This is an optimization exercise on Yosys and OpenROAD, whose aim is small area, a short achievable clock period and few clock cycles, not a production implementation. In this exercise RTL edits were held to simulation tests only and were not proved equivalent to the original. Power figures rest on the tool's default switching activity, not on a simulated workload.

<file path="flow/flow/run.sh">
#!/bin/bash
set -euo pipefail
export BUFFER_PORTS_ARGS="-buffer_cell sky130_fd_sc_hd__buf_1"
export SETUP_SLACK_MARGIN=5.3
bash standard.sh > standard.log 2>&1
</file>
<file path="flow/standard.sh">
#!/bin/bash
# synth_recipe.tcl (not shown) runs the flow's synth.tcl, then flattens the netlist and writes it again
# the make line also repeats each setting of config.mk as NAME=value (left out here)
make -C /OpenROAD-flow-scripts/flow DESIGN_CONFIG=/design/flow/config.mk WORK_HOME=/design/flow/orfs CLKGATE_MAP_FILE= SYNTH_SCRIPT=/design/flow/synth_recipe.tcl "${@:-finish}"
</file>
<file path="flow/config.mk">
export PLATFORM = sky130hd
export DESIGN_NAME = mbf_framer32
export DESIGN_NICKNAME = mbf_framer32
export VERILOG_FILES = /design/flow/design.v
export SDC_FILE = /design/flow/constraint.sdc
export NUM_CORES = 4
export LEC_CHECK = 0
export ABC_AREA = 1
export CAP_MARGIN = 20
export CORE_MARGIN = 2
export CORE_UTILIZATION = 40
export CTS_CLUSTER_DIAMETER = 120
export CTS_CLUSTER_SIZE = 24
export SLEW_MARGIN = 20
</file>
<file path="flow/constraint.sdc">
create_clock -name core_clock -period 8.0 [get_ports {clk}]
set_input_delay 1.6000 -clock core_clock [delete_from_list [all_inputs] [get_ports {clk}]]
set_output_delay 1.6000 -clock core_clock [all_outputs]
set_load 0.01 [all_outputs]
</file>
<file path="flow/design.v">
module mbf_wtx (
    input  wire        clk,
    input  wire        rst,
    input  wire        tx_start,
    input  wire [15:0] tx_cmd,
    input  wire [15:0] tx_len,
    input  wire        tx_flip,
    input  wire        tx_ack,
    output reg         tx_busy,
    output reg         tx_done,
    output reg         tx_oversize,
    input  wire        tx_in_valid,
    input  wire [31:0] tx_in_data,
    output wire        tx_in_ready,
    output reg         pkt_valid,
    output reg  [31:0] pkt_data,
    output reg         pkt_last,
    input  wire        pkt_ready
);
    reg        idle;       
    reg        c_act;      
    reg        c_fin;      
    reg        c_flip;
    reg        c_ack;
    reg [3:0]  c_lidx;     
    reg [5:0]  r6;         
    reg [3:0]  pidx;
    reg [3:0]  wpos;
    reg [15:0] carry;
    reg        sk_e;       
    reg        sk_f;       
    reg        pv_n;       
    reg [31:0] sk_d;
    assign tx_in_ready = sk_e;
    wire       in_fire = tx_in_valid & ~sk_f;
    wire [31:0] s_word = sk_f ? sk_d : tx_in_data;
    wire       s_avail = sk_f | tx_in_valid;
    wire       w0    = (wpos == 4'd0);
    wire       even  = ~pidx[0];
    reg        lastp;      
    reg  [3:0] mb;         
    reg        need_s;     
    function automatic [4:0] pos_flags(input p_odd, input [3:0] w, input [3:0] wm1,
                                       input lp, input [5:0] lplen);
        reg       w_lt, w_eq, w_eq1;
        reg [3:0] m;
        begin
            w_lt  = (w < lplen[5:2]);
            w_eq  = (w == lplen[5:2]);
            w_eq1 = (wm1 == lplen[5:2]) & (w != 4'd0);
            m[0] = ~lp | w_lt | w_eq | (w_eq1 & (lplen[1:0] == 2'd3));
            m[1] = ~lp | w_lt | w_eq;
            m[2] = ~lp | w_lt | (w_eq & (lplen[1:0] != 2'd0));
            m[3] = ~lp | w_lt | (w_eq & lplen[1]);
            pos_flags = {p_odd ? ((w != 4'd0) & m[0]) : m[2], m};
        end
    endfunction
    wire [3:0] wpos_n  = wpos + 4'd1;
    wire [3:0] pidx_n  = pidx + 4'd1;
    wire       pend    = (wpos == 4'd15);
    wire       lastp_n = pend ? (pidx_n == c_lidx) : lastp;
    wire [5:0] r6_n    = pend ? r6 + 6'd2 : r6;           
    wire [4:0] fl_step = pos_flags(pend ? pidx_n[0] : pidx[0], wpos_n, wpos, lastp_n, r6_n);
    wire       out_free = pv_n | pkt_ready;
    wire       step     = c_act & out_free & (~need_s | s_avail);
    wire       consume  = step & need_s;
    wire       fin_xfer = c_fin & ~pv_n & pkt_ready;
    wire [15:0] hdr = {pidx, c_lidx, c_flip, c_ack, lastp ? r6 : 6'd62};
    reg  [31:0] word;
    always @(*) begin
        case ({w0, even})
            2'b11:   word = {s_word[15:0], hdr};
            2'b10:   word = {carry, hdr};
            2'b01:   word = {s_word[15:0], carry};
            default: word = s_word;
        endcase
    end
    wire [31:0] word_m = word & {{8{mb[3]}}, {8{mb[2]}}, {8{mb[1]}}, {8{mb[0]}}};
    wire [9:0] len    = tx_len[9:0];
    wire       ovs_in = (tx_len[15:10] != 6'd0) || (len[9:5] == 5'd31) ||
                        ((len[9:5] == 5'd30) && (len[4:2] == 3'd7) && (len[1:0] != 2'd0));
    wire [15:1] th;
    assign th[1]  = (len >= 10'd59);
    assign th[2]  = (len >= 10'd121);
    assign th[3]  = (len >= 10'd183);
    assign th[4]  = (len >= 10'd245);
    assign th[5]  = (len >= 10'd307);
    assign th[6]  = (len >= 10'd369);
    assign th[7]  = (len >= 10'd431);
    assign th[8]  = (len >= 10'd493);
    assign th[9]  = (len >= 10'd555);
    assign th[10] = (len >= 10'd617);
    assign th[11] = (len >= 10'd679);
    assign th[12] = (len >= 10'd741);
    assign th[13] = (len >= 10'd803);
    assign th[14] = (len >= 10'd865);
    assign th[15] = (len >= 10'd927);
    wire [3:0] n_m1;
    assign n_m1[3] = th[8];
    assign n_m1[2] = (th[4] & ~th[8]) | th[12];
    assign n_m1[1] = (th[2] & ~th[4]) | (th[6] & ~th[8]) | (th[10] & ~th[12]) | th[14];
    assign n_m1[0] = (th[1] & ~th[2]) | (th[3] & ~th[4]) | (th[5] & ~th[6]) | (th[7] & ~th[8]) |
                     (th[9] & ~th[10]) | (th[11] & ~th[12]) | (th[13] & ~th[14]) | th[15];
    wire [5:0] len4   = len[5:0] + 6'd4;                   
    wire [5:0] plen0  = th[1] ? 6'd62 : len4;
    wire [4:0] fl_acc = th[1] ? 5'b11111
                              : {len != 10'd0, len[9:1] != 9'd0, len != 10'd0, 2'b11};
    wire       acc    = tx_start & idle;
    wire       acc_pk = acc & ~ovs_in;
    always @(posedge clk) begin
        if (!sk_f)
            sk_d <= tx_in_data;
        if (rst) begin
            sk_e <= 1'b1;
            sk_f <= 1'b0;
        end else begin
            sk_e <= sk_f ? consume : ~(in_fire & ~consume);
            sk_f <= sk_f ? ~consume : (in_fire & ~consume);
        end
        if (rst) begin
            tx_busy     <= 1'b0;
            idle        <= 1'b1;
            c_act       <= 1'b0;
            c_fin       <= 1'b0;
            pkt_valid   <= 1'b0;
            pv_n        <= 1'b1;
            tx_done     <= 1'b0;
            tx_oversize <= 1'b0;
        end else begin
            tx_done     <= fin_xfer | (acc & ovs_in);
            tx_oversize <= acc & ovs_in;
            if (acc_pk) begin
                tx_busy <= 1'b1;
                idle    <= 1'b0;
            end else if (fin_xfer) begin
                tx_busy <= 1'b0;
                idle    <= 1'b1;
            end
            if (fin_xfer)
                c_fin <= 1'b0;
            if (acc_pk) begin
                c_act     <= 1'b1;
                c_flip    <= tx_flip;
                c_ack     <= tx_ack;
                c_lidx    <= n_m1;
                r6        <= len4;
                lastp     <= ~th[1];
                {need_s, mb} <= fl_acc;
                pidx      <= 4'd0;
                wpos      <= 4'd1;
                carry     <= tx_len;
                pkt_valid <= 1'b1;
                pv_n      <= 1'b0;
                pkt_data  <= {tx_cmd, 4'd0, n_m1, tx_flip, tx_ack, plen0};
                pkt_last  <= 1'b0;
            end else if (step) begin
                pkt_valid <= 1'b1;
                pv_n      <= 1'b0;
                pkt_data  <= word_m;
                pkt_last  <= pend;
                wpos      <= wpos_n;
                lastp     <= lastp_n;
                r6        <= r6_n;
                {need_s, mb} <= fl_step;
                if (even && need_s)
                    carry <= s_word[31:16];
                if (pend) begin
                    pidx  <= pidx_n;
                    if (lastp) begin
                        c_act <= 1'b0;
                        c_fin <= 1'b1;
                    end
                end
            end else if (pkt_ready) begin
                pkt_valid <= 1'b0;
                pv_n      <= 1'b1;
            end
        end
    end
endmodule
module mbf_wrx (
    input  wire        clk,
    input  wire        rst,
    input  wire        rx_strict,
    input  wire        rx_valid,
    input  wire [31:0] rx_data,
    input  wire        rx_last,
    input  wire [2:0]  rx_cnt,
    output reg         rd_valid,
    output reg  [31:0] rd_data,
    output reg  [2:0]  rd_cnt,
    output reg         res_valid,
    output reg  [1:0]  res_kind,
    output reg  [3:0]  res_err,
    output wire [15:0] res_cmd,
    output wire [15:0] res_len
);
    localparam [15:0] CMD_DBG_MESSAGE = 16'hF001;
    localparam [15:0] CMD_ID_RETRY    = 16'hF002;
    localparam [1:0] KIND_MESSAGE = 2'd0;
    localparam [1:0] KIND_RETRY   = 2'd1;
    localparam [1:0] KIND_DEBUG   = 2'd2;
    localparam [1:0] KIND_FAIL    = 2'd3;
    localparam [3:0] ERR_NONE         = 4'h0;
    localparam [3:0] ERR_LEN_MISMATCH = 4'h2;
    localparam [3:0] ERR_BAD_PACKET   = 4'h3;
    localparam [3:0] ERR_INCONSISTENT = 4'h4;
    localparam [3:0] ERR_TOO_LONG     = 4'h5;
    reg        first;        
    reg [4:0]  k;            
    reg [4:0]  nidx;         
    reg [3:0]  tot0;
    reg [10:0] need;         
    reg        len_big;      
    reg        lenok1;       
    reg        p0ge4;        
    reg [15:0] cmd_q;
    reg [9:0]  len_q;        
    reg        cmd_dbg;      
    reg        cmd_rty;      
    reg        w0;           
    reg        w1;           
    reg [6:0]  t_q;          
    reg [5:0]  plen_q;
    reg [3:0]  idx_q;
    reg [3:0]  tot_q;
    assign res_cmd = cmd_q;
    assign res_len = {6'd0, len_q};
    wire [2:0]  nb     = rx_cnt;
    wire [3:0]  idx_c  = w0 ? rx_data[15:12] : idx_q;
    wire [3:0]  tot_c  = w0 ? rx_data[11:8]  : tot_q;
    reg  [2:0]  tk_cnt;
    reg         tk_hi;       
    always @(*) begin
        tk_hi = 1'b0;
        if (w0) begin
            tk_hi  = 1'b1;
            tk_cnt = first ? 3'd0 :
                     (rx_data[5:1] != 5'd0) ? 3'd2 : {2'b00, rx_data[0]};
        end else if (w1 && first) begin
            tk_hi  = 1'b1;
            tk_cnt = (plen_q[5:3] != 3'd0 || plen_q[2:1] == 2'b11) ? 3'd2 :
                     (plen_q == 6'd5) ? 3'd1 : 3'd0;
        end else begin
            tk_cnt = t_q[6] ? 3'd0 : (t_q[5:0] > 6'd4) ? 3'd4 : t_q[2:0];
        end
    end
    reg         plen_ge;
    always @(*) begin
        case (nb)
            3'd2:    plen_ge = (rx_data[5:0] != 6'd0);
            3'd3:    plen_ge = (rx_data[5:1] != 5'd0);
            3'd4:    plen_ge = (rx_data[5:2] != 4'd0) || (rx_data[1:0] == 2'd3);
            3'd5:    plen_ge = (rx_data[5:2] != 4'd0);
            3'd6:    plen_ge = (rx_data[5:3] != 3'd0) || (rx_data[2] && rx_data[1:0] != 2'd0);
            3'd7:    plen_ge = (rx_data[5:3] != 3'd0) || (rx_data[2] && rx_data[1]);
            default: plen_ge = 1'b1;
        endcase
    end
    wire        short_w0 = first || plen_ge;
    wire        short_wn = (!t_q[6] && ((t_q[5:0] > 6'd4) || (nb < t_q[2:0]))) ||
                           (first && w1 && nb < 3'd2);
    wire        bad_pkt  = w0 ? short_w0 : ((plen_q == 6'd63) || short_wn);
    wire [5:0]  plen_s   = w0 ? {4'd0, rx_data[1:0]} : plen_q;
    wire        too_long = !first && (k == 5'd16);
    wire        inconsist = rx_strict &&
                            (first ? (idx_c != 4'd0)
                                   : (({1'b0, idx_c} != nidx) || (tot_c != tot0)));
    wire        complete = (idx_c == tot_c);
    wire [5:0]  len_m4   = plen_q - 6'd4;
    wire        lenok_in = (rx_data[15:0] == {10'd0, len_m4}) && (plen_q[5:2] != 4'd0);
    wire        len_ok   = first ? (w1 ? lenok_in : lenok1)
                                 : ((need == {5'd0, plen_s}) && !len_big && p0ge4);
    wire [10:0] need_k   = 11'd4 - {5'd0, plen_q};
    wire [10:0] need_1   = {1'b0, rx_data[9:0]} + need_k;
    reg  [10:0] need_nx;
    always @(*) begin
        if (!w0)
            need_nx = need - {5'd0, plen_q};
        else case (rx_data[1:0])
            2'd0:    need_nx = need;
            2'd1:    need_nx = need - 11'd1;
            default: need_nx = need - 11'd2;
        endcase
    end
    wire        ev       = rx_valid && rx_last;
    wire        fail     = bad_pkt || too_long || inconsist;
    wire        ended    = fail || complete;
    always @(posedge clk) begin
        rd_data  <= {rx_data[31:16], tk_hi ? rx_data[31:16] : rx_data[15:0]};
        rd_cnt   <= tk_cnt;
        res_kind <= fail || !len_ok      ? KIND_FAIL :
                    cmd_dbg ? KIND_DEBUG :
                    cmd_rty ? KIND_RETRY : KIND_MESSAGE;
        res_err  <= bad_pkt   ? ERR_BAD_PACKET :
                    too_long  ? ERR_TOO_LONG :
                    inconsist ? ERR_INCONSISTENT :
                    !len_ok   ? ERR_LEN_MISMATCH : ERR_NONE;
        if (rst) begin
            first     <= 1'b1;
            w0        <= 1'b1;
            w1        <= 1'b0;
            rd_valid  <= 1'b0;
            res_valid <= 1'b0;
        end else begin
            rd_valid  <= rx_valid && (tk_cnt != 3'd0);
            res_valid <= ev && ended;
            if (rx_valid) begin
                if (w0) begin
                    plen_q <= rx_data[5:0];
                    idx_q  <= rx_data[15:12];
                    tot_q  <= rx_data[11:8];
                    if (first) begin
                        cmd_q   <= rx_data[31:16];
                        cmd_dbg <= (rx_data[31:16] == CMD_DBG_MESSAGE);
                        cmd_rty <= (rx_data[31:16] == CMD_ID_RETRY);
                    end
                end
                if (first && w1) begin
                    len_q   <= rx_data[9:0];
                    len_big <= (rx_data[15:10] != 6'd0);
                    lenok1  <= lenok_in;
                    need    <= need_1;
                end
                if (rx_last) begin
                    w0    <= 1'b1;
                    w1    <= 1'b0;
                    first <= ended;
                    k     <= first ? 5'd1 : k + 5'd1;
                    if (!first) need <= need_nx;
                    nidx  <= {1'b0, idx_c} + 5'd1;
                    if (first) begin
                        tot0  <= tot_c;
                        p0ge4 <= (plen_q[5:2] != 4'd0);
                    end
                end else begin
                    w0 <= 1'b0;
                    w1 <= w0;
                    if (w0)
                        t_q <= {1'b0, rx_data[5:0]} - 7'd2;
                    else if (!t_q[6])
                        t_q <= t_q - 7'd4;
                end
            end
        end
    end
endmodule
module mbf_framer32 (
    input  wire        clk,
    input  wire        rst,
    input  wire        tx_start,
    input  wire [15:0] tx_cmd,
    input  wire [15:0] tx_len,
    input  wire        tx_flip,
    input  wire        tx_ack,
    output wire        tx_busy,
    output wire        tx_done,
    output wire        tx_oversize,
    input  wire        tx_in_valid,
    input  wire [31:0] tx_in_data,
    output wire        tx_in_ready,
    output wire        pkt_valid,
    output wire [31:0] pkt_data,
    output wire        pkt_last,
    input  wire        pkt_ready,
    input  wire        rx_strict,
    input  wire        rx_valid,
    input  wire [31:0] rx_data,
    input  wire        rx_last,
    input  wire [2:0]  rx_cnt,
    output wire        rd_valid,
    output wire [31:0] rd_data,
    output wire [2:0]  rd_cnt,
    output wire        res_valid,
    output wire [1:0]  res_kind,
    output wire [3:0]  res_err,
    output wire [15:0] res_cmd,
    output wire [15:0] res_len
);
    mbf_wtx u_tx (
        .clk(clk), .rst(rst),
        .tx_start(tx_start), .tx_cmd(tx_cmd), .tx_len(tx_len),
        .tx_flip(tx_flip), .tx_ack(tx_ack),
        .tx_busy(tx_busy), .tx_done(tx_done), .tx_oversize(tx_oversize),
        .tx_in_valid(tx_in_valid), .tx_in_data(tx_in_data), .tx_in_ready(tx_in_ready),
        .pkt_valid(pkt_valid), .pkt_data(pkt_data), .pkt_last(pkt_last),
        .pkt_ready(pkt_ready)
    );
    mbf_wrx u_rx (
        .clk(clk), .rst(rst),
        .rx_strict(rx_strict), .rx_valid(rx_valid), .rx_data(rx_data),
        .rx_last(rx_last), .rx_cnt(rx_cnt),
        .rd_valid(rd_valid), .rd_data(rd_data), .rd_cnt(rd_cnt),
        .res_valid(res_valid), .res_kind(res_kind), .res_err(res_err),
        .res_cmd(res_cmd), .res_len(res_len)
    );
endmodule
</file>
==> run summary, run 1 <==
* Cell count of the worst reg-to-reg path at 9
* Clock latency (worst-skew pair) at 0.49 ns
* GR Overflow Total at 0
* Sequential share of the synthesized area at 51.0%
* Total Routed Length at 38500 um
* Width of the die at 180 um
* Critical Path Source: tx_len[2]
* M2 GR Usage at 34.7%
* GR Util met3 at 4.50%
* Post-synthesis average cell area at 8.68 um2
* Total track usage at 22.4%
* Die Footprint at 0.0323 mm2
* CP Launch Type: input port
* GR peak layer: met2
* Worst path required time at 8.20 ns
* Commonest cells in the netlist: nand2_1 (349), inv_1 (167), edfxtp_1 (152)
* Worst Hold Class: flop to flop
* Area Growth Syn to Fin at 26.7%
* Placed cells at 1999
* Slew Limit Headroom at 43.4%
* Cell area after synthesis at 0.0124 mm2
* TritonCTS Sinks at 239
* Non-Filler Instances at 2101
* Final setup TNS at 0 ns
* Pre-CTS WS at 3.30 ns
* DRC at 0
* Nets at 1862
* Final Cell Area at 0.0157 mm2
* Setup Crit Path Kind: input port to flop
* Final ANT Viol Nets at 0
* Longest Clk Path Bufs at 3
* PwrDens at 159 mW/mm2
* Synth cell types at 48
* Detailed placement HPWL at 26600 um
* Post-synth ARST share at 0%
* Fmax at 341 MHz
* Most frequent cell after synthesis: nand2_1
* Placed Area at 0.0138 mm2
* Initial antenna violation count at 1
* Switch Pwr at 0.673 mW
* Yosys top cell by area: edfxtp_1
* CP Capture Point: u_tx.carry[13]$_DFFE_PP_
* Synth Warn # at 2
* Max Clock Skew at 0.0234 ns
* Comb power frac at 16.5%
* GP Congestion at 0.917
* Clk root buf: clkbuf_16
* Drt pass-1 iters at 7
* Row cnt at 64
* EDFF count, synth at 152
* Dominant synthesized flop cell: edfxtp_1
* Wirelength per Cell at 18.3 um
* Via density at 5.28
* TritonCTS clock tree: yes
* # port buffers at 214
* Clk slew on worst S/H paths at 0.10 ns
* Global-route wire length before repair at 57700 um
* Via count at 11090
* Worst-path fanout max at 8
* Initial Util at 40.5%
* Final Setup Violations at 0
* Min cycle time layout at 2.93 ns
* Critical R2R Capture: u_tx.pkt_data[24]$_DFFE_PP_
* H-tree depth at 1
* RSZ-0062 raised after global routing: yes
* Vias in the first global route at 10287
* Cells after synthesis at 1424
* Clk pwr share at 28.0%
* Worst VDD drop at 0.000102 V
* Largest net degree at the start of global routing at 38
* Leak Pwr at 6.41 nW
* Drt initial violations at 933
* Max Cap Violations at 0
* Worst-margin pin slew at 0.847 ns
* Fin. Hold Viols at 0
* Sw Share at 27.0%
* Worst r2r src: u_tx.wpos[0]$_SDFFCE_PP1P_
* Sequential power share at 55.5%
* Hold Worst Slack at 0.477 ns
* Internal at 1.82 mW
* Outcome: complete, no violations
* Boundary Pins at 222
* CP endpoint kind: flop
* Die Y at 180 um
* Final period utilization at 36.7%
* Post-synthesis register bit count at 239
* Fraction of layout cells with a size suffix above 1 at 17.5%
* Worst setup margin at 5.07 ns
* Met1 Use GR at 32.1%
* Ant diodes at 0
* Placeable Area at 0.0305 mm2
* Top cells by area, synth: edfxtp_1 (37%), dfxtp_1 (14%), nand2_1 (11%), ha_1 (5.3%), inv_1 (5.1%)
* Share of the synthesized area in the top cell type at 36.9%
* Critical Path AT at 3.14 ns
* Fin util at 51.3%
* CTS buffer count at 13
* Total chip power at 2.49 mW
* R2R setup slack at 5.36 ns
* Final Max Tran Viols at 0
logic make-up after synthesis:
| family | Yosys count | share of synthesized area (%) |
|---|---|---|
| flip-flops | 239 | 51.0 |
| XOR/XNOR | 45 | 3.19 |
| multiplexers | 1 | 0.0911 |
| adder cells (fa/ha/maj) | 54 | 5.59 |
| AO/OA/AOI/OAI | 257 | 12.0 |
| other | 1 | 0.0303 |
| buffers and inverters | 221 | 7.49 |
| AND/OR/NAND/NOR | 606 | 20.6 |
sequential cells by signal (all words and copies together) (netlist names), 2 cells and up:
register	cells
u_rx.k	5
u_rx.res_err	3
u_rx.tot_q	4
u_tx.r6	6
u_tx.mb	4
u_rx.tot0	4
u_tx.sk_d	32
u_rx.rd_data	32
u_rx.cmd_q	16
u_tx.c_lidx	4
u_rx.res_kind	2
u_rx.plen_q	6
u_tx.carry	16
u_tx.wpos	4
u_rx.len_q	10
u_rx.rd_cnt	3
u_rx.idx_q	4
u_rx.t_q	7
u_rx.nidx	5
u_tx.pkt_data	32
u_rx.need	11
u_tx.pidx	4
repair_timing:
| item | 4_1_cts | 5_1_grt |
|---|---|---|
| hold buffers | 0 | 0 |
| pin swaps | 15 | 35 |
| resized for setup | 97 | 110 |
| setup endpoints to repair | 211 | 137 |
| cloned | 6 | 3 |
| endpoints found under the hold margin | 0 | 0 |
| buffers inserted | 30 | 42 |
layout make-up:
class | instances | area [um2]
fillers | 2858 | 14900
flip-flops and latches | 239 | 6310
multi-input cells | 972 | 5980
repair buffers | 296 | 1770
inverters | 175 | 706
well taps | 396 | 495
clock buffers | 21 | 355
repair inverters | 2 | 46.3
worst max-delay path: stages:
cell	delay [ns]
buf_8	0.11
ha_4	0.16
ha_4	0.15
nand2_2	0.06
nand2_2	0.05
nand3_2	0.08
nand2_4	0.06
nor2_4	0.13
inv_4	0.05
buf_12	0.13
buf_12	0.12
a21oi_4	0.18
buf_6	0.13
buf_12	0.11
how the worst min path moves through the flow:
stage                           start                     endpoint  slack, ns  depth (start not counted)
2_1_floorplan  u_rx.cmd_dbg$_DFFE_PP_  u_rx.res_kind[1]$_SDFF_PP1_       0.43                          2
3_3_place_gp    u_tx.sk_d[12]$_DFF_P_        u_tx.sk_d[12]$_DFF_P_       0.45                          2
3_5_place_dp   u_rx.cmd_dbg$_DFFE_PP_  u_rx.res_kind[1]$_SDFF_PP1_       0.46                          2
4_1_cts        u_rx.cmd_dbg$_DFFE_PP_  u_rx.res_kind[1]$_SDFF_PP1_       0.48                          2
5_1_grt         u_tx.sk_d[12]$_DFF_P_        u_tx.sk_d[12]$_DFF_P_       0.50                          2
6_report       u_rx.cmd_dbg$_DFFE_PP_  u_rx.res_kind[1]$_SDFF_PP1_       0.48                          2
cells in the final DEF (no fill, tap or decap), types with 20 or more instances in the layout:
cell type	Yosys	layout
o21ai_0	96	69
dfxtp_1	87	87
buf_1	1	188
edfxtp_1	152	152
nand3_1	80	70
nand2_1	349	328
nor2_1	105	86
xor2_1	30	27
o21ai_1	14	22
a21oi_1	69	58
inv_1	167	151
buf_4	9	59
nand2_2	8	20
ha_1	52	36
o21ai_2	2	20
power by group through the flow:
stage               Combinational (mW)  Clock (mW)  Sequential, mW
floorplan                        0.233           0            1.42
global placement                 0.353           0            1.41
detailed placement               0.358           0            1.41
CTS                              0.378       0.713            1.39
global route                     0.454       0.751            1.39
finish                           0.411       0.698            1.39
layer usage:
metal / wire [um] / share of wire, % / vias to the layer above
li1: - / - / 5332
met1: 17300 / 45 / 5206
met2: 16900 / 44 / 493
met3: 3360 / 8.7 / 57
met4: 840 / 2.2 / 2
met5: 13 / 0.034 / -
Testbench counts, summed over its fixed seeds: cycles 21,768.
==> run 2, diff against run 1 <==
--- a/flow/design.v
+++ b/flow/design.v
@@ -140,4 +140,4 @@
                 c_fin <= 1'b0;
-            if (acc_pk) begin
-                c_act     <= 1'b1;
+            if (acc) begin
+                c_act     <= ~ovs_in;
                 c_flip    <= tx_flip;
@@ -151,4 +151,4 @@
                 carry     <= tx_len;
-                pkt_valid <= 1'b1;
-                pv_n      <= 1'b0;
+                pkt_valid <= ~ovs_in;
+                pv_n      <= ovs_in;
                 pkt_data  <= {tx_cmd, 4'd0, n_m1, tx_flip, tx_ack, plen0};
==> flow/flow/run.sh (replaced) <==
#!/bin/bash
set -euo pipefail
export BUFFER_PORTS_ARGS="-buffer_cell sky130_fd_sc_hd__buf_1"
export SETUP_SLACK_MARGIN=5.2
bash standard.sh > standard.log 2>&1
==> run summary, run 2 <==
* Cell area after synthesis at 0.0124 mm2 (+0.27%)
* Placed cells at 1989 (-0.50%)
* Sequential share of the synthesized area at 50.9% (-0.14 points)
* Fraction of layout cells with a size suffix above 1 at 11.4% (-6.1 points)
* Initial antenna violation count at 1 (unchanged)
* Critical Path AT at 3.11 ns (-0.03 ns)
* Pre-CTS WS at 3.99 ns (+0.697 ns)
* CP Launch Type: input port
* RSZ-0062 raised after global routing: yes
* DRC at 0 (unchanged)
* TritonCTS Sinks at 239 (unchanged)
* Cells after synthesis at 1416 (-0.56%)
* # port buffers at 214 (unchanged)
* Width of the die at 180 um (+0.13%)
* TritonCTS clock tree: yes
* Slew Limit Headroom at 44.5% (+1.1 points)
* Clk root buf: clkbuf_16
* Vias in the first global route at 10234 (-0.52%)
* Fin. Hold Viols at 0 (unchanged)
* Nets at 1803 (-3.2%)
* Worst VDD drop at 0.000150 V (+47%)
* Share of the synthesized area in the top cell type at 36.8% (-0.10 points)
* Longest Clk Path Bufs at 3 (unchanged)
* Final period utilization at 35.2% (-1.5 points)
* GP Congestion at 0.894 (-2.5%)
* Min cycle time layout at 2.82 ns (-0.119 ns)
* EDFF count, synth at 152 (unchanged)
* Most frequent cell after synthesis: nand2_1
* Initial Util at 40.6% (+0.11 points)
* CP endpoint kind: flop
* Drt initial violations at 759 (-19%)
* PwrDens at 180 mW/mm2 (+13%)
* Max Clock Skew at 0.0411 ns (+0.0177 ns)
* Total chip power at 2.63 mW (+5.5%)
* Boundary Pins at 222 (unchanged)
* Wirelength per Cell at 17.5 um (-4.3%)
* Fmax at 355 MHz (+4.2%)
* Drt pass-1 iters at 5 (-2)
* Total Routed Length at 35800 um (-6.9%)
* Worst-path fanout max at 4 (-4)
* Die Y at 180 um (+0.13%)
* Worst Hold Class: flop to flop
* Post-synthesis average cell area at 8.75 um2 (+0.84%)
* Clock latency (worst-skew pair) at 0.51 ns (+0.02 ns)
* Hold Worst Slack at 0.477 ns (-0.000113 ns)
* Non-Filler Instances at 2044 (-2.7%)
* Final Setup Violations at 0 (unchanged)
* Row cnt at 64 (unchanged)
* Leak Pwr at 5.94 nW (-7.3%)
* Worst-margin pin slew at 0.830 ns (-0.0166 ns)
* Detailed placement HPWL at 26300 um (-1.1%)
* Setup Crit Path Kind: input port to flop
* Top flop regs: u_rx.rd_data: 32 flops, u_tx.pkt_data: 32 flops, u_tx.sk_d: 32 flops
* Outcome: complete, no violations
* Largest net degree at the start of global routing at 44 (+16%)
* H-tree depth at 1 (unchanged)
* Worst path required time at 8.29 ns (+0.09 ns)
* Synth cell types at 55 (+15%)
* CTS buffer count at 13 (unchanged)
* Commonest non-fill, non-tap cell in the layout: nand2_1
* Post-synthesis register bit count at 239 (unchanged)
* Hold_buf cts at 0 (unchanged)
* Area Growth Syn to Fin at 18.2%
* Die Footprint at 0.0324 mm2 (+0.27%)
* Worst setup margin at 5.18 ns (+0.119 ns)
* Yosys top cell by area: edfxtp_1
* Via count at 10721 (-3.3%)
* Global-route wire length before repair at 55900 um (-3.2%)
* Post-synth ARST share at 0% (unchanged)
* Total track usage at 21.4% (-0.99 points)
* Synth Warn # at 2 (unchanged)
* Most frequent cells in the layout: nand2_1 (312), buf_1 (197), edfxtp_1 (152)
* Top cells by area, synth: edfxtp_1 (37%), dfxtp_1 (14%), nand2_1 (9.8%), ha_1 (5.3%), o21ai_0 (4.7%)
* Final setup TNS at 0 ns (unchanged)
* Via density at 5.25 (-0.63%)
* Max Cap Violations at 0 (unchanged)
* Final ANT Viol Nets at 0 (unchanged)
* Placeable Area at 0.0305 mm2 (unchanged)
* Dominant synthesized flop cell: edfxtp_1
* GR Overflow Total at 0 (unchanged)
* Commonest cells in the netlist: nand2_1 (322), edfxtp_1 (152), inv_1 (146)
* Final Max Tran Viols at 0 (unchanged)
* Clk slew on worst S/H paths at 0.11 ns (about the same)
[run 2: changes by cell type in the layout (fill, tap and decap cells not counted), moves of 13 or more]
cell	before	now
o21ai_0	69	107
buf_4	59	34
nor2_1	86	108
inv_1	151	132
nand2_1	328	312
o21ai_2	20	7
[run 2: critical path, cell delays in order]
cell and delay, ns:
buf_1 0.31, ha_4 0.28, inv_2 0.08, o21ai_0 0.14, a31oi_1 0.26, nand3_1 0.10, nand3_1 0.08, nand2_1 0.06
nand2_1 0.06, nand2_1 0.06, nand2_1 0.05, inv_1 0.03
[run 2: cells by family (layout without fill, tap and decap cells)]
family                     Yosys count  count (layout)  synth area share (%)
and+or+nand+nor                    598             599                  20.6
AOI/OAI and AO/OA                  268             268                  12.5
DFF                                239             239                  50.9
buffers and inverters              208             432                  6.86
adders and majority gates           54              54                  5.57
xor gates and xnor gates            45              45                  3.24
muxes                                3               3                 0.273
other                                1               8                0.0303
[run 2: layout make-up]
class,count,area (um2)
Fill cell,2968,15900
Sequential cell,239,6310
Multi-Input combinational cell,976,5660
Timing Repair Buffer,249,1170
Inverter,160,641
Tap cell,396,495
Clock buffer,21,355
Clock inverter,1,8.76
Timing Repair inverter,1,8.76
Antenna cell,1,2.50
[run 2: path summary, 6_finish.rpt]
kind                            depth (start not counted)                     start  slack, ns                       to
worst max-delay path                                   12                rx_data[7]       5.18  u_rx.need[10]$_DFFE_PP_
worst min-delay path                                    2     u_tx.c_fin$_SDFF_PP0_       0.48    u_tx.c_fin$_SDFF_PP0_
worst max register to register                         12  u_rx.plen_q[1]$_DFFE_PP_       5.32   u_rx.need[8]$_DFFE_PP_
worst min register to register                          2     u_tx.c_fin$_SDFF_PP0_       0.48    u_tx.c_fin$_SDFF_PP0_
[run 2: power by group]
group	total, mW	leakage, nW	switching, mW	internal (mW)
Combinational	0.484	3.62	0.318	0.166
Sequential	1.43	2.15	0.0351	1.40
Clock	0.715	0.174	0.403	0.312
[run 2: per-layer routing]
| layer | part of all wire, % | track usage (%) |
|---|---|---|
| met5 | 0 | 0 |
| met4 | 2.4 | 5.07 |
| met3 | 6.7 | 2.84 |
| met2 | 47 | 36.4 |
| met1 | 44 | 29.0 |
[run 2: per-stage QoR]
stage          util (%)  instance area, um2
5_1_grt            48.0               14600
2_1_floorplan         -               12700
3_3_place_gp       45.1               13800
6_report           48.0               14600
3_5_place_dp       45.1               13800
4_1_cts            46.9               14300
[run 2: repair_timing]
action | in CTS | in global routing
setup endpoints to repair | 145 | 60
buffers inserted | 5 | 24
gates resized for setup | 28 | 54
gates cloned | 2 | 1
pin swaps | 5 | 18
Testbench counts of run 2, summed over its fixed seeds: cycles 21,768.
==> run 3, diff against run 2 <==
==> flow/flow/run.sh (replaced) <==
#!/bin/bash
set -euo pipefail
export BUFFER_PORTS_ARGS="-buffer_cell sky130_fd_sc_hd__buf_1"
export SETUP_SLACK_MARGIN=5.4
bash standard.sh > standard.log 2>&1
==> run summary, run 3 <==
* Top flop regs: u_rx.rd_data: 32 flops, u_tx.pkt_data: 32 flops, u_tx.sk_d: 32 flops
* H-tree depth at 1 (unchanged)
* Drt pass-1 iters at 5 (unchanged)
* CP endpoint kind: flop
* WP buf/inv at 1 (-2)
* TritonCTS clock tree: yes
* DRC at 0 (unchanged)
* PwrDens at 174 mW/mm2 (-3.2%)
* Clk root buf: clkbuf_16
* Sw Share at 29.0% (+0.26 points)
* Top delay family on crit path: adder cells
* Outcome: complete, no violations
* Synth cell types at 55 (unchanged)
* Clk slew on worst S/H paths at 0.10 ns (about the same)
* Boundary Pins at 222 (unchanged)
* Min cycle time layout at 2.83 ns (+0.0166 ns)
* Max Clock Skew at 0.0189 ns (-0.0222 ns)
* Via density at 5.26 (+0.20%)
* Critical Path AT at 3.07 ns (-0.04 ns)
* Vias in the first global route at 10397 (+1.6%)
* Worst Hold Class: flop to flop
* Hold Worst Slack at 0.474 ns (-0.00329 ns)
* Total track usage at 22.0% (+0.59 points)
* Final Max Tran Viols at 0 (unchanged)
* Initial Util at 40.6% (unchanged)
* Most frequent cells in the layout: nand2_1 (299), edfxtp_1 (152), buf_1 (127)
* Sequential power share at 53.3% (-1.1 points)
* Setup Crit Path Kind: input port to flop
* Die Footprint at 0.0324 mm2 (unchanged)
* Worst VDD drop at 0.000154 V (+3.0%)
* Top cells by area, synth: edfxtp_1 (37%), dfxtp_1 (14%), nand2_1 (9.8%), ha_1 (5.3%), o21ai_0 (4.7%)
* Max Cap Violations at 0 (unchanged)
* Cell area after synthesis at 0.0124 mm2 (unchanged)
* Final period utilization at 35.4% (+0.21 points)
* Hold_buf cts at 0 (unchanged)
* Critical Path Source: rx_data[0]
* Slowest CP cell: fa_2
* Fmax at 353 MHz (-0.59%)
* Dominant synthesized flop cell: edfxtp_1
* Worst-margin pin slew at 0.785 ns (-0.0448 ns)
* Worst path required time at 8.23 ns (-0.06 ns)
* Post-synth ARST share at 0% (unchanged)
* Most frequent cell after synthesis: nand2_1
* Cells after synthesis at 1416 (unchanged)
* EDFF count, synth at 152 (unchanged)
* # port buffers at 214 (unchanged)
* Most used cell, CP: nand2_1
* Internal at 1.91 mW (+1.8%)
* TritonCTS Sinks at 239 (unchanged)
* Switch Pwr at 0.780 mW (+3.1%)
* Comb power frac at 20.4% (+2.0 points)
* Clock latency (worst-skew pair) at 0.48 ns (-0.03 ns)
* Clk pwr share at 26.3% (-0.9 points)
* Longest Clk Path Bufs at 3 (unchanged)
* Commonest non-fill, non-tap cell in the layout: nand2_1
* Hold_sp: u_rx.cmd_rty$_DFFE_PP_
* Leak Pwr at 6.36 nW (+7.0%)
* Worst-path fanout max at 2 (-2)
* Crit path largest cell delay at 0.35 ns (+0.04 ns)
* Commonest cells in the netlist: nand2_1 (322), edfxtp_1 (152), inv_1 (146)
* Die Y at 180 um (unchanged)
* Final ANT Viol Nets at 0 (unchanged)
* Final setup TNS at 0 ns (unchanged)
* Total Routed Length at 37300 um (+4.0%)
* Critical path, cell by cell: buf_12, ha_4, fa_2, nand3_2, nand2_2, a21oi_2, o21bai_1, xor2_1, nand2_1, nand3_1, nand2_1
* GP Congestion at 0.936 (+4.7%)
* CP Launch Type: input port
* Area Growth Syn to Fin at 24.8%
* CTS buffer count at 13 (unchanged)
* Ant diodes at 0 (-1)
* Placeable Area at 0.0305 mm2 (unchanged)
* Fraction of layout cells with a size suffix above 1 at 21.0% (+9.6 points)
* RSZ-0062 raised after global routing: yes
* Row cnt at 64 (unchanged)
* Worst r2r src: u_rx.plen_q[2]$_DFFE_PP_
* Global-route wire length before repair at 57100 um (+2.1%)
* GR Overflow Total at 0 (unchanged)
* Post-synthesis average cell area at 8.75 um2 (unchanged)
* Fin. Hold Viols at 0 (unchanged)
* Synth Warn # at 2 (unchanged)
* Yosys top cell by area: edfxtp_1
* Sequential share of the synthesized area at 50.9% (unchanged)
* Width of the die at 180 um (unchanged)
* Via count at 10879 (+1.5%)
* Detailed placement HPWL at 27200 um (+3.3%)
* Final Setup Violations at 0 (unchanged)
* Initial antenna violation count at 0 (-1)
* Slew Limit Headroom at 47.6% (+3.0 points)
* Share of the synthesized area in the top cell type at 36.8% (unchanged)
* Post-synthesis register bit count at 239 (unchanged)
* Drt initial violations at 862 (+14%)
* Largest net degree at the start of global routing at 44 (unchanged)
* Nets at 1831 (+1.6%)
* Wirelength per Cell at 18.0 um (+2.7%)
## run 3: power by group through the flow
stage          combinational [mW]  sequential, mW  clock (mW)
2_1_floorplan               0.305            1.47           0
3_5_place_dp                0.468            1.46           0
3_3_place_gp                0.465            1.46           0
5_1_grt                     0.605            1.44       0.762
6_report                    0.550            1.43       0.706
4_1_cts                     0.512            1.43       0.726
## run 3: per-layer routing
layer,wire [um],vias up,GRT usage (%),share of wire (%)
met5,0,-,0,0
met4,826,0,5.01,2.2
met3,2210,49,2.67,5.9
met2,17800,403,38.1,48
met1,16400,5144,29.4,44
li1,-,5283,-,-
## run 3: worst min-delay path, delay by kind of cell, from the launching register on
family | cells | cell delay [ns]
flops | 1 | 0.33
simple gates | 2 | 0.12
## run 3: cell type report
class / count / area, um2
clock buffers: 21 / 355
fillers: 2884 / 15100
inverters: 160 / 678
multi-input cells: 976 / 6070
flip-flops and latches: 239 / 6310
well taps: 396 / 495
repair buffers: 277 / 1540
repair inverters: 1 / 8.76
## run 3: worst paths after layout
path                                                    end  slack (ns)  cells past startpoint
worst min register to register  u_rx.res_kind[0]$_SDFF_PP1_        0.47                      2
worst max register to register       u_rx.need[8]$_DFFE_PP_        5.27                     15
worst min-delay path            u_rx.res_kind[0]$_SDFF_PP1_        0.47                      2
worst max-delay path                 u_rx.need[8]$_DFFE_PP_        5.17                     11
## run 3: cell families (layout without fill, tap and decap cells)
group	Yosys count	count (layout)	synth area share [%]
and+or+nand+nor	598	599	20.6
muxes	3	3	0.273
xor gates and xnor gates	45	45	3.24
AOI/OAI and AO/OA	268	268	12.5
DFF	239	239	50.9
adders and majority gates	54	54	5.57
other	1	7	0.0303
buffers and inverters	208	459	6.86
## run 3: stage by stage
| step | instance area, um2 | util (%) | setup WS (ns) | cells | total power, mW |
|---|---|---|---|---|---|
| after detailed placement | 14000 | 45.9 | 4.08 | 1990 | 1.93 |
| after CTS | 15000 | 49.0 | 5.13 | 2047 | 2.67 |
| after global placement | 14000 | 45.9 | 4.11 | 1990 | 1.93 |
| after floorplan | 13000 | - | 4.75 | 1422 | 1.77 |
| after global routing | 15500 | 50.7 | 5.15 | 2070 | 2.81 |
| final | 15500 | 50.7 | 5.17 | 2070 | 2.69 |
## run 3: what timing repair did
item                                    4_1_cts  5_1_grt
buffers inserted                             35       22
endpoints found under the setup margin      234      175
pin swaps                                    24       32
resized for setup                            87      134
cloned                                        1        1
==> run 4, diff against run 3 <==
==> flow/flow/run.sh (replaced) <==
#!/bin/bash
set -euo pipefail
export BUFFER_PORTS_ARGS="-buffer_cell sky130_fd_sc_hd__buf_1"
export SETUP_SLACK_MARGIN=5.3
bash standard.sh > standard.log 2>&1
--- a/flow/config.mk
+++ b/flow/config.mk
@@ -13,2 +13,3 @@
 export CTS_CLUSTER_SIZE = 24
+export PLACE_DENSITY = 0.75
 export SLEW_MARGIN = 20
==> run summary, run 4 <==
* Outcome: complete, no violations
* Internal at 1.89 mW (-1.2%)
* Post-synth ARST share at 0% (unchanged)
* Clk root buf: clkbuf_16
* Die Footprint at 0.0324 mm2 (unchanged)
* Crit path largest cell delay at 0.26 ns (-0.09 ns)
* Fin. Hold Viols at 0 (unchanged)
* Commonest cells in the netlist: nand2_1 (322), edfxtp_1 (152), inv_1 (146)
* Critical Path AT at 3.04 ns (-0.03 ns)
* Width of the die at 180 um (unchanged)
* Switch Pwr at 0.767 mW (-1.7%)
* Final setup TNS at 0 ns (unchanged)
* Total Routed Length at 36000 um (-3.3%)
* Hold_sp: u_tx.c_fin$_SDFF_PP0_
* Total track usage at 20.8% (-1.2 points)
* Post-synthesis average cell area at 8.75 um2 (unchanged)
* Worst Hold Class: flop to flop
* GP Congestion at 0.923 (-1.3%)
* Critical Path Source: rx_data[3]
* Non-Filler Instances at 2055 (-0.72%)
* Worst path required time at 8.26 ns (+0.03 ns)
* Boundary Pins at 222 (unchanged)
* Comb power frac at 19.1% (-1.3 points)
* Global-route wire length before repair at 54900 um (-3.8%)
* Most frequent cells in the layout: nand2_1 (304), buf_1 (191), edfxtp_1 (152)
* Via density at 5.42 (+3.1%)
* EDFF count, synth at 152 (unchanged)
* GR Overflow Total at 0 (unchanged)
* Row cnt at 64 (unchanged)
* Top flop regs: u_rx.rd_data: 32 flops, u_tx.pkt_data: 32 flops, u_tx.sk_d: 32 flops
* WP buf/inv at 1 (unchanged)
* Critical path, cell by cell: buf_2, ha_4, a21oi_2, nand2_2, a21oi_2, o21bai_1, xor2_1, nand2_1, nand3_1, nand2_1
* R2R setup slack at 5.35 ns (+0.08 ns)
* Placeable Area at 0.0305 mm2 (unchanged)
* Final Max Tran Viols at 0 (unchanged)
* Hold_buf cts at 0 (unchanged)
* Max Cap Violations at 0 (unchanged)
* Clock latency (worst-skew pair) at 0.49 ns (about the same)
* Vias in the first global route at 10319 (-0.75%)
* Min cycle time layout at 2.79 ns (-0.0461 ns)
* Longest Clk Path Bufs at 3 (unchanged)
* Commonest non-fill, non-tap cell in the layout: nand2_1
* Area Growth Syn to Fin at 20.2%
* Worst-margin pin slew at 0.790 ns (+0.00428 ns)
* Initial antenna violation count at 1 (+1)
* RSZ-0062 raised after global routing: yes
* Drt initial violations at 1117 (+30%)
* Post-synthesis register bit count at 239 (unchanged)
* Final period utilization at 34.8% (-0.58 points)
* DRC at 0 (unchanged)
* CP Launch Type: input port
* Drt pass-1 iters at 8 (+3)
* Final ANT Viol Nets at 0 (unchanged)
* Placed cells at 1988 (-0.10%)
* Clk slew on worst S/H paths at 0.10 ns (about the same)
* Top delay family on crit path: compound AO/OA/AOI/OAI gates
* Worst VDD drop at 0.000143 V (-6.9%)
* TritonCTS clock tree: yes
* Fmax at 359 MHz (+1.7%)
* Via count at 11140 (+2.4%)
* Slowest CP cell: ha_4
* Sw Share at 28.9% (-0.090 points)
* Wirelength per Cell at 17.5 um (-2.6%)
* Sequential share of the synthesized area at 50.9% (unchanged)
* Clk pwr share at 26.7% (+0.4 points)
* Cells after synthesis at 1416 (unchanged)
* Dominant synthesized flop cell: edfxtp_1
* Critical R2R Capture: u_tx.mb[2]$_DFFE_PP_
* # port buffers at 214 (unchanged)
* Layout fillers at 2843 (-1.4%)
* Cell count of the worst reg-to-reg path at 15 (unchanged)
* Max Clock Skew at 0.0169 ns (-0.00196 ns)
* Largest net degree at the start of global routing at 44 (unchanged)
* Synth cell types at 55 (unchanged)
* Sequential power share at 54.1% (+0.8 points)
* Fraction of layout cells with a size suffix above 1 at 13.8% (-7.2 points)
* CP Capture Point: u_rx.need[8]$_DFFE_PP_
* Detailed placement HPWL at 25900 um (-4.5%)
* PwrDens at 178 mW/mm2 (+2.4%)
* CTS buffer count at 13 (unchanged)
* H-tree depth at 1 (unchanged)
* Setup Crit Path Kind: input port to flop
* Share of the synthesized area in the top cell type at 36.8% (unchanged)
* Die Y at 180 um (unchanged)
* Cell area after synthesis at 0.0124 mm2 (unchanged)
* Leak Pwr at 6.04 nW (-5.0%)
* Nets at 1815 (-0.87%)
* Yosys top cell by area: edfxtp_1
* Cell depth of the worst setup path at 10 (-1)
* Worst-path fanout max at 7 (+5)
* Initial Util at 40.6% (unchanged)
* Synth Warn # at 2 (unchanged)
* Hold Worst Slack at 0.469 ns (-0.00431 ns)
* Slew Limit Headroom at 47.3% (-0.29 points)
* Final Setup Violations at 0 (unchanged)
* Most frequent cell after synthesis: nand2_1
* Top cells by area, synth: edfxtp_1 (37%), dfxtp_1 (14%), nand2_1 (9.8%), ha_1 (5.3%), o21ai_0 (4.7%)
* CP endpoint kind: flop
* Worst r2r src: u_tx.wpos[0]$_SDFFCE_PP1P_
* TritonCTS Sinks at 239 (unchanged)
[run 4: how the worst min path moves through the flow]
stage               slack, ns  cells after the start                     endpoint
detailed placement       0.45                      2  u_rx.res_kind[0]$_SDFF_PP1_
CTS                      0.47                      2        u_tx.c_fin$_SDFF_PP0_
global placement         0.45                      2        u_tx.c_fin$_SDFF_PP0_
floorplan                0.43                      2  u_rx.res_kind[1]$_SDFF_PP1_
global route             0.50                      2        u_tx.c_fin$_SDFF_PP0_
finish                   0.47                      2        u_tx.c_fin$_SDFF_PP0_
[run 4: timing repair]
item / 4_1_cts / 5_1_grt
resized for setup: 41 / 52
cloned: 1 / 1
buffers inserted: 22 / 21
pin swaps: 10 / 27
setup endpoints to repair: 168 / 80
[run 4: kinds of logic after synthesis]
group / after synthesis / share of synthesized area [%]
DFF: 239 / 50.9
other: 1 / 0.0303
and+or+nand+nor: 598 / 20.6
muxes: 3 / 0.273
AOI/OAI and AO/OA: 268 / 12.5
buffers and inverters: 208 / 6.86
adders and majority gates: 54 / 5.57
xor gates and xnor gates: 45 / 3.24
[run 4: layout make-up]
type                    instances  area (um2)  share of cell area, %
flip-flops and latches        239        6310                   42.3
multi-input cells             976        5780                   38.8
repair buffers                261        1260                   8.48
inverters                     160         676                   4.54
well taps                     396         495                   3.33
clock buffers                  20         352                   2.36
clock inverters                 1        8.76                 0.0588
repair inverters                1        8.76                 0.0588
diodes                          1        2.50                 0.0168
[run 4: power groups by stage]
stage,registers (mW),clock network (mW),logic (mW)
floorplan,1.47,0,0.299
global placement,1.46,0,0.444
detailed placement,1.46,0,0.453
CTS,1.43,0.718,0.476
global route,1.44,0.759,0.559
finish,1.44,0.709,0.508
[run 4: per-layer routing]
layer	up-vias	global-route usage (%)	wire (um)
li1	5255	-	-
met1	5247	26.9	14700
met2	565	36.6	17500
met3	73	2.55	2860
met4	0	5.92	1060
met5	-	0	0
[run 4: through the flow]
step	worst slack [ns]	power (mW)	utilization, %	cell area, um2
2_1_floorplan	4.75	1.77	-	12800
3_3_place_gp	4.10	1.90	45.5	13900
3_5_place_dp	4.01	1.92	45.5	13900
4_1_cts	5.21	2.63	47.8	14600
5_1_grt	5.15	2.76	48.8	14900
6_report	5.21	2.65	48.8	14900
[run 4: worst min-delay path: stages, from the launching register on]
cell and delay (ns):
dfxtp_1 0.32, nand2_1 0.06, a21oi_1 0.05
==> run 5, diff against run 4 <==
--- a/flow/config.mk
+++ b/flow/config.mk
@@ -10,6 +10,5 @@
 export CORE_MARGIN = 2
-export CORE_UTILIZATION = 40
+export CORE_UTILIZATION = 50
 export CTS_CLUSTER_DIAMETER = 120
 export CTS_CLUSTER_SIZE = 24
-export PLACE_DENSITY = 0.75
 export SLEW_MARGIN = 20
==> run summary, run 5 <==
* Outcome: complete, no violations
* Most frequent cells in the layout: nand2_1 (303), buf_1 (191), edfxtp_1 (152)
* Longest Clk Path Bufs at 3 (unchanged)
* Leak Pwr at 6.02 nW (-0.27%)
* Commonest non-fill, non-tap cell in the layout: nand2_1
* Wirelength per Cell at 17.9 um (+2.1%)
* Total track usage at 26.6% (+5.8 points)
* Min cycle time layout at 2.72 ns (-0.0679 ns)
* Dominant synthesized flop cell: edfxtp_1
* Top cells by area, synth: edfxtp_1 (37%), dfxtp_1 (14%), nand2_1 (9.8%), ha_1 (5.3%), o21ai_0 (4.7%)
* Top flop regs: u_rx.rd_data: 32 flops, u_tx.pkt_data: 32 flops, u_tx.sk_d: 32 flops
* Cell count of the worst reg-to-reg path at 13 (-2)
* Yosys top cell by area: edfxtp_1
* Internal at 1.89 mW (about the same)
* PwrDens at 178 mW/mm2 (-0.22%)
* Synth cell types at 55 (unchanged)
* Post-synthesis register bit count at 239 (unchanged)
* CP endpoint kind: output pin
* Max Clock Skew at 0.0200 ns (+0.00307 ns)
* Final period utilization at 34.0% (-0.85 points)
* Detailed placement HPWL at 25700 um (-0.90%)
* CP Launch Type: flop
* Share of the synthesized area in the top cell type at 36.8% (unchanged)
* Final Max Tran Viols at 0 (unchanged)
* Final ANT Viol Nets at 0 (unchanged)
* Critical path, cell by cell: clkbuf_2
* Cell area after synthesis at 0.0124 mm2 (unchanged)
* Worst r2r src: u_rx.plen_q[2]$_DFFE_PP_
* Initial Util at 50.9% (+10 points)
* Post-synth ARST share at 0% (unchanged)
* Worst path required time at 6.40 ns (-1.86 ns)
* Sequential share of the synthesized area at 50.9% (unchanged)
* Hold_buf cts at 0 (unchanged)
* Die Y at 161 um (-10%)
* Final Cell Area at 0.0149 mm2 (+0.12%)
* Fin. Hold Viols at 0 (unchanged)
* DRC at 0 (unchanged)
* WP buf/inv at 1 (unchanged)
* Sw Share at 28.8% (-0.13 points)
* Drt pass-1 iters at 5 (-3)
* Comb power frac at 19.2% (about the same)
* Placeable Area at 0.0243 mm2 (-20%)
* Worst VDD drop at 0.000122 V (-15%)
* Synth Warn # at 2 (unchanged)
* Clk slew on worst S/H paths at 0.10 ns (about the same)
* Max Cap Violations at 0 (unchanged)
* Worst Hold Class: flop to flop
* R2R setup slack at 5.39 ns (+0.04 ns)
* Crit path largest cell delay at 0.47 ns (+0.21 ns)
* Pre-CTS WS at 4.07 ns (+0.0572 ns)
* Sequential power share at 54.1% (about the same)
* Clock latency (worst-skew pair) at 0.49 ns (about the same)
* Boundary Pins at 222 (unchanged)
* Post-synthesis average cell area at 8.75 um2 (unchanged)
* Slowest CP cell: edfxtp_1
* Most frequent cell after synthesis: nand2_1
* Cells after synthesis at 1416 (unchanged)
* Final setup TNS at 0 ns (unchanged)
* Critical R2R Capture: u_rx.need[7]$_DFFE_PP_
* Worst-margin pin slew at 0.812 ns (+0.0228 ns)
* Top delay family on crit path: flip-flops
* Initial antenna violation count at 3 (+2)
* Worst setup margin at 5.28 ns (+0.0679 ns)
* Clk pwr share at 26.7% (about the same)
* EDFF count, synth at 152 (unchanged)
* Setup Crit Path Kind: flop to output pin
* Vias in the first global route at 10016 (-2.9%)
* Placed Area at 0.0138 mm2 (-0.59%)
* Die Footprint at 0.0261 mm2 (-20%)
* Total Routed Length at 35300 um (-1.9%)
* TritonCTS Sinks at 239 (unchanged)
* Via density at 5.43 (+0.12%)
* Worst-path fanout max at 1 (-6)
* WHS Endpoint: u_tx.c_fin$_SDFF_PP0_
* Critical Path AT at 1.12 ns (-1.92 ns)
* Slew Limit Headroom at 45.7% (-1.6 points)
* Fraction of layout cells with a size suffix above 1 at 14.6% (+0.74 points)
* Fin util at 61.3% (+12 points)
* Area Growth Syn to Fin at 20.4%
* Commonest cells in the netlist: nand2_1 (322), edfxtp_1 (152), inv_1 (146)
* Global-route wire length before repair at 54700 um (-0.40%)
* Nets at 1807 (-0.44%)
* Row cnt at 57 (-11%)
* WHS Path Cells at 2 (unchanged)
* Clk root buf: clkbuf_16
* Drt initial violations at 876 (-22%)
* Via count at 10714 (-3.8%)
* TritonCTS clock tree: yes
* RSZ-0062 raised after global routing: yes
* Switch Pwr at 0.763 mW (-0.54%)
* GP Congestion at 0.945 (+2.3%)
* Final Setup Violations at 0 (unchanged)
* Hold_sp: u_tx.c_fin$_SDFF_PP0_
* CTS buffer count at 13 (unchanged)
* GR Overflow Total at 0 (unchanged)
* Largest net degree at the start of global routing at 38 (-14%)
* Width of the die at 161 um (-10%)
* H-tree depth at 1 (unchanged)
* # port buffers at 214 (unchanged)
* Fmax at 368 MHz (+2.5%)
==> run 5: how the worst max path moves through the flow <==
stage | from | end | slack [ns] | depth (start not counted)
after detailed placement | tx_start | u_tx.pidx[1]$_SDFFCE_PP0P_ | 4.07 | 7
after global placement | tx_start | u_tx.pidx[2]$_SDFFCE_PP0P_ | 4.13 | 7
after CTS | rx_data[0] | u_rx.need[8]$_DFFE_PP_ | 5.27 | 11
after global routing | rx_data[0] | u_rx.need[8]$_DFFE_PP_ | 5.23 | 11
final | u_tx.pkt_data[9]$_DFFE_PP_ | pkt_data[9] | 5.28 | 1
after floorplan | tx_in_valid | u_tx.pidx[0]$_SDFFCE_PP0P_ | 4.75 | 7
==> run 5: tightest hold or removal path: stages (launching register included) <==
cell,delay [ns]
dfxtp_1,0.32
nand2_1,0.06
a21oi_1,0.05
==> run 5: routing by layer <==
layer / vias up / share of wire, % / GRT usage (%)
li1: 5250 / - / -
met1: 4955 / 43 / 35.7
met2: 450 / 48 / 45.2
met3: 55 / 6.6 / 3.52
met4: 4 / 2.8 / 7.87
met5: - / 0.076 / 0
==> run 5: kinds of logic after synthesis <==
logic type | count (synthesis) | share of synthesized area, %
DFF | 239 | 50.9
AOI/OAI and AO/OA | 268 | 12.5
adders and majority gates | 54 | 5.57
other | 1 | 0.0303
xor gates and xnor gates | 45 | 3.24
buffers and inverters | 208 | 6.86
and+or+nand+nor | 598 | 20.6
muxes | 3 | 0.273
==> run 5: repair_timing <==
| item | CTS | global route |
|---|---|---|
| pin swaps | 11 | 39 |
| setup endpoints to repair | 170 | 33 |
| resized for setup | 46 | 96 |
| gates cloned | 4 | 0 |
| setup buffers | 18 | 14 |
==> run 5: per-stage QoR <==
stage | instances | hold slack (ns) | power [mW]
after floorplan | 1422 | 0.431 | 1.77
after global placement | 1917 | 0.453 | 1.91
after detailed placement | 1917 | 0.458 | 1.92
after CTS | 1959 | 0.475 | 2.63
after global routing | 1973 | 0.494 | 2.76
final | 1974 | 0.471 | 2.65
==> run 5: final cells by class <==
type,instances,area (um2)
inverters,160,677
multi-input cells,977,5890
diodes,1,2.50
clock buffers,20,352
fillers,2227,9410
repair inverters,1,8.76
well taps,324,405
repair buffers,252,1270
flip-flops and latches,239,6310
==> run 5: power groups by stage <==
stage / Sequential (mW) / Combinational, mW / Clock [mW]
after floorplan: 1.47 / 0.299 / 0
after global placement: 1.46 / 0.448 / 0
after detailed placement: 1.46 / 0.452 / 0
after CTS: 1.43 / 0.480 / 0.715
after global routing: 1.44 / 0.567 / 0.753
final: 1.43 / 0.508 / 0.707
==> run 6, diff against run 5 <==
==> flow/flow/run.sh (replaced) <==
#!/bin/bash
set -euo pipefail
export BUFFER_PORTS_ARGS="-buffer_cell sky130_fd_sc_hd__buf_1"
export SETUP_SLACK_MARGIN=5.25
bash standard.sh > standard.log 2>&1
--- a/flow/config.mk
+++ b/flow/config.mk
@@ -10,3 +10,3 @@
 export CORE_MARGIN = 2
-export CORE_UTILIZATION = 50
+export CORE_UTILIZATION = 40
 export CTS_CLUSTER_DIAMETER = 120
==> run summary, run 6 <==
* Leak Pwr at 6.00 nW (-0.34%)
* Final Max Tran Viols at 0 (unchanged)
* Register Area at 0.00631 mm2 (about the same)
* Internal at 1.89 mW (about the same)
* Cell area after synthesis at 0.0124 mm2 (unchanged)
* Post-synth ARST share at 0% (unchanged)
* PwrDens at 178 mW/mm2 (+0.34%)
* Comb power frac at 18.9% (-0.3 points)
* Initial Util at 40.6% (-10 points)
* Placed cells at 1989 (+3.8%)
* Switch Pwr at 0.759 mW (-0.44%)
* Critical R2R Capture: u_rx.need[7]$_DFFE_PP_
* Drt pass-1 iters at 5 (unchanged)
* Post-synthesis register bit count at 239 (unchanged)
* GR Overflow Total at 0 (unchanged)
* Total Routed Length at 36300 um (+2.6%)
* Top flop regs: u_rx.rd_data: 32 flops, u_tx.pkt_data: 32 flops, u_tx.sk_d: 32 flops
* Longest Clk Path Bufs at 3 (unchanged)
* Area Growth Syn to Fin at 19.9%
* Hold Worst Slack at 0.465 ns (-0.00534 ns)
* Dominant synthesized flop cell: edfxtp_1
* Cells after synthesis at 1416 (unchanged)
* Final setup TNS at 0 ns (unchanged)
* Outcome: complete, no violations
* Global-route wire length before repair at 56400 um (+3.1%)
* Die Y at 180 um (+12%)
* TritonCTS Sinks at 239 (unchanged)
* Vias in the first global route at 10362 (+3.5%)
* Worst Hold Class: flop to flop
* Most frequent cell after synthesis: nand2_1
* Setup Crit Path Kind: input port to flop
* Detailed placement HPWL at 26500 um (+3.2%)
* Top cells by area, synth: edfxtp_1 (37%), dfxtp_1 (14%), nand2_1 (9.8%), ha_1 (5.3%), o21ai_0 (4.7%)
* Post-synthesis average cell area at 8.75 um2 (unchanged)
* Largest net degree at the start of global routing at 38 (unchanged)
* Non-Filler Instances at 2046 (+3.6%)
* Most frequent cells in the layout: nand2_1 (306), buf_1 (193), edfxtp_1 (152)
* Clk pwr share at 26.9% (+0.2 points)
* Via count at 10776 (+0.58%)
* Layout fillers at 2917 (+31%)
* Worst path required time at 8.25 ns (+1.85 ns)
* Wirelength per Cell at 17.7 um (-1.0%)
* Fraction of layout cells with a size suffix above 1 at 12.9% (-1.6 points)
* Worst-path fanout max at 8 (+7)
* Commonest cells in the netlist: nand2_1 (322), edfxtp_1 (152), inv_1 (146)
* RSZ-0062 raised after global routing: yes
* GP Congestion at 0.940 (-0.50%)
* Final Setup Violations at 0 (unchanged)
* Boundary Pins at 222 (unchanged)
* WHS Path Cells at 2 (unchanged)
* Critical Path AT at 2.98 ns (+1.86 ns)
* Hold_sp: u_rx.cmd_dbg$_DFFE_PP_
* Complex-gate fraction of the synthesized area at 12.5% (unchanged)
* R2R setup slack at 5.28 ns (-0.11 ns)
* Sequential share of the synthesized area at 50.9% (unchanged)
* Area of the multi-input gates at 0.00580 mm2 (-1.6%)
* CP endpoint kind: flop
* Max Cap Violations at 0 (unchanged)
* WHS Endpoint: u_rx.res_kind[1]$_SDFF_PP1_
* Width of the die at 180 um (+12%)
* Clk slew on worst S/H paths at 0.10 ns (about the same)
* Final period utilization at 34.2% (+0.20 points)
* Placeable Area at 0.0305 mm2 (+25%)
* Synth Warn # at 2 (unchanged)
* Fmax at 366 MHz (-0.58%)
* Fin util at 48.7% (-13 points)
* Cell count of the worst reg-to-reg path at 13 (unchanged)
* Post-synthesis adder-cell area fraction at 5.57% (unchanged)
* Slew Limit Headroom at 48.1% (+2.4 points)
* H-tree depth at 1 (unchanged)
* Synth cell types at 55 (unchanged)
* Sw Share at 28.7% (-0.11 points)
* Synth Area in Simple Gates at 20.6% (unchanged)
* Via density at 5.27 (-3.0%)
* Final ANT Viol Nets at 0 (unchanged)
* XOR/XNOR share of the synthesized area at 3.24% (unchanged)
* Worst VDD drop at 0.000127 V (+4.6%)
* EDFF count, synth at 152 (unchanged)
* Fin. Hold Viols at 0 (unchanged)
* Post-synthesis mux area share at 0.273% (unchanged)
* Commonest non-fill, non-tap cell in the layout: nand2_1
* Share of the synthesized area in the top cell type at 36.8% (unchanged)
* Largest family of logic cells by synthesized area: simple AND/OR/NAND/NOR gates
* # port buffers at 214 (unchanged)
* CP Launch Type: input port
* Yosys top cell by area: edfxtp_1
* Sequential power share at 54.2% (about the same)
* Row cnt at 64 (+12%)
* Worst-margin pin slew at 0.778 ns (-0.0346 ns)
* Clock latency (worst-skew pair) at 0.51 ns (+0.02 ns)
* Die Footprint at 0.0324 mm2 (+24%)
* Total track usage at 21.7% (-4.9 points)
* DRC at 0 (unchanged)
* Drt initial violations at 738 (-16%)
* Worst r2r src: u_rx.plen_q[2]$_DFFE_PP_
* TritonCTS clock tree: yes
* CTS buffer count at 13 (unchanged)
* Min cycle time layout at 2.73 ns (+0.0158 ns)
* Max Clock Skew at 0.0288 ns (+0.00886 ns)
* Clk root buf: clkbuf_16
* Initial antenna violation count at 1 (-2)
* Nets at 1805 (-0.11%)
==> run 6: kinds of logic (layout without fill, tap and decap cells) <==
group | after synthesis | after routing
compound gates | 268 | 268
xor+xnor | 45 | 45
flops | 239 | 239
simple gates | 598 | 599
fa+ha+maj | 54 | 54
buf+inv | 208 | 434
other cells | 1 | 8
mux | 3 | 3
==> run 6: layout make-up <==
class / count / area share [%]
clock inverters: 1 / 0.0590
repair inverters: 1 / 0.0590
multi-input cells: 976 / 39.0
diodes: 1 / 0.0168
inverters: 160 / 4.37
repair buffers: 251 / 8.26
well taps: 396 / 3.34
flip-flops and latches: 239 / 42.5
clock buffers: 21 / 2.42
==> run 6: power groups by stage <==
stage / Sequential, mW / Combinational [mW] / Clock, mW
after floorplan: 1.47 / 0.295 / 0
after global placement: 1.46 / 0.446 / 0
after detailed placement: 1.46 / 0.451 / 0
after CTS: 1.43 / 0.473 / 0.728
after global routing: 1.44 / 0.556 / 0.770
final: 1.43 / 0.501 / 0.713
==> run 6: worst max path at each step <==
stage / from / endpoint / slack, ns / depth (start not counted)
floorplan: tx_in_valid / u_tx.pidx[0]$_SDFFCE_PP0P_ / 4.75 / 7
global placement: tx_start / u_tx.pidx[1]$_SDFFCE_PP0P_ / 4.13 / 7
detailed placement: tx_start / u_tx.pidx[0]$_SDFFCE_PP0P_ / 4.08 / 7
CTS: rx_data[0] / u_rx.need[8]$_DFFE_PP_ / 5.24 / 11
global route: tx_len[3] / u_tx.pkt_data[9]$_DFFE_PP_ / 5.14 / 12
finish: rx_data[2] / u_rx.need[7]$_DFFE_PP_ / 5.27 / 10
==> run 6: routing by layer <==
metal	GRT usage, %	wire length [um]	up-vias
met5	0	0	-
met3	3.40	2300	68
li1	-	-	5235
met2	36.5	17100	376
met1	28.6	15700	5097
met4	7.15	1180	0
==> run 6: what timing repair did <==
action / CTS / global route
resized for setup: 45 / 56
buffers inserted: 11 / 20
hold buffers: 0 / 0
pin swaps: 9 / 16
cloned: 3 / 0
setup endpoints to repair: 170 / 43
==> run 6: metrics by stage <==
step | setup slack [ns] | power, mW | area (um2)
detailed placement | 4.08 | 1.91 | 13800
global placement | 4.13 | 1.91 | 13800
finish | 5.27 | 2.65 | 14900
CTS | 5.24 | 2.64 | 14500
floorplan | 4.75 | 1.76 | 12800
global route | 5.14 | 2.77 | 14900
==> run 6: critical path: stages <==
cell and delay (ns):
clkbuf_4 0.17, ha_4 0.32, nand3_2 0.08, nand3_2 0.10, a21oi_2 0.07, o21bai_1 0.19
xor2_1 0.20, nand2_1 0.09, nand3_1 0.10, nand2_1 0.05

-- static timing again, ports no longer ideal --
In the flow no input, the clock included, has a driving cell. The finished layouts below were timed again as built, in two steps. Step 1 assumes that a clkbuf_16 drives the clock port and a buf_2 every other input. Step 2 times the ports against the registers' clock, not the clock port: input delays grow and output delays shrink by t, the midpoint of the rising clock arrivals with the driver on. Slacks: no drivers / after step 1 / after step 2; pairs: no drivers / after step 1.
| run | shift t [ns] | setup WS [ns] | clock arrival spread, ns |
|---|---|---|---|
| run 1 | 0.528 | 5.065 / 5.076 / 4.547 | 0.029 / 0.029 |
| run 2 | 0.546 | 5.184 / 5.212 / 4.666 | 0.042 / 0.042 |
| run 3 | 0.524 | 5.168 / 5.172 / 4.648 | 0.023 / 0.024 |
| run 4 | 0.536 | 5.214 / 5.238 / 4.702 | 0.017 / 0.016 |
| run 5 | 0.526 | 5.282 / 5.233 / 4.780 | 0.025 / 0.024 |
| run 6 | 0.542 | 5.266 / 5.247 / 4.755 | 0.034 / 0.034 |
After both steps every run listed still meets setup and hold. The setup slack of run 3, which loses most, moves by +0.004 ns with the drivers and by -0.520 ns with both steps.
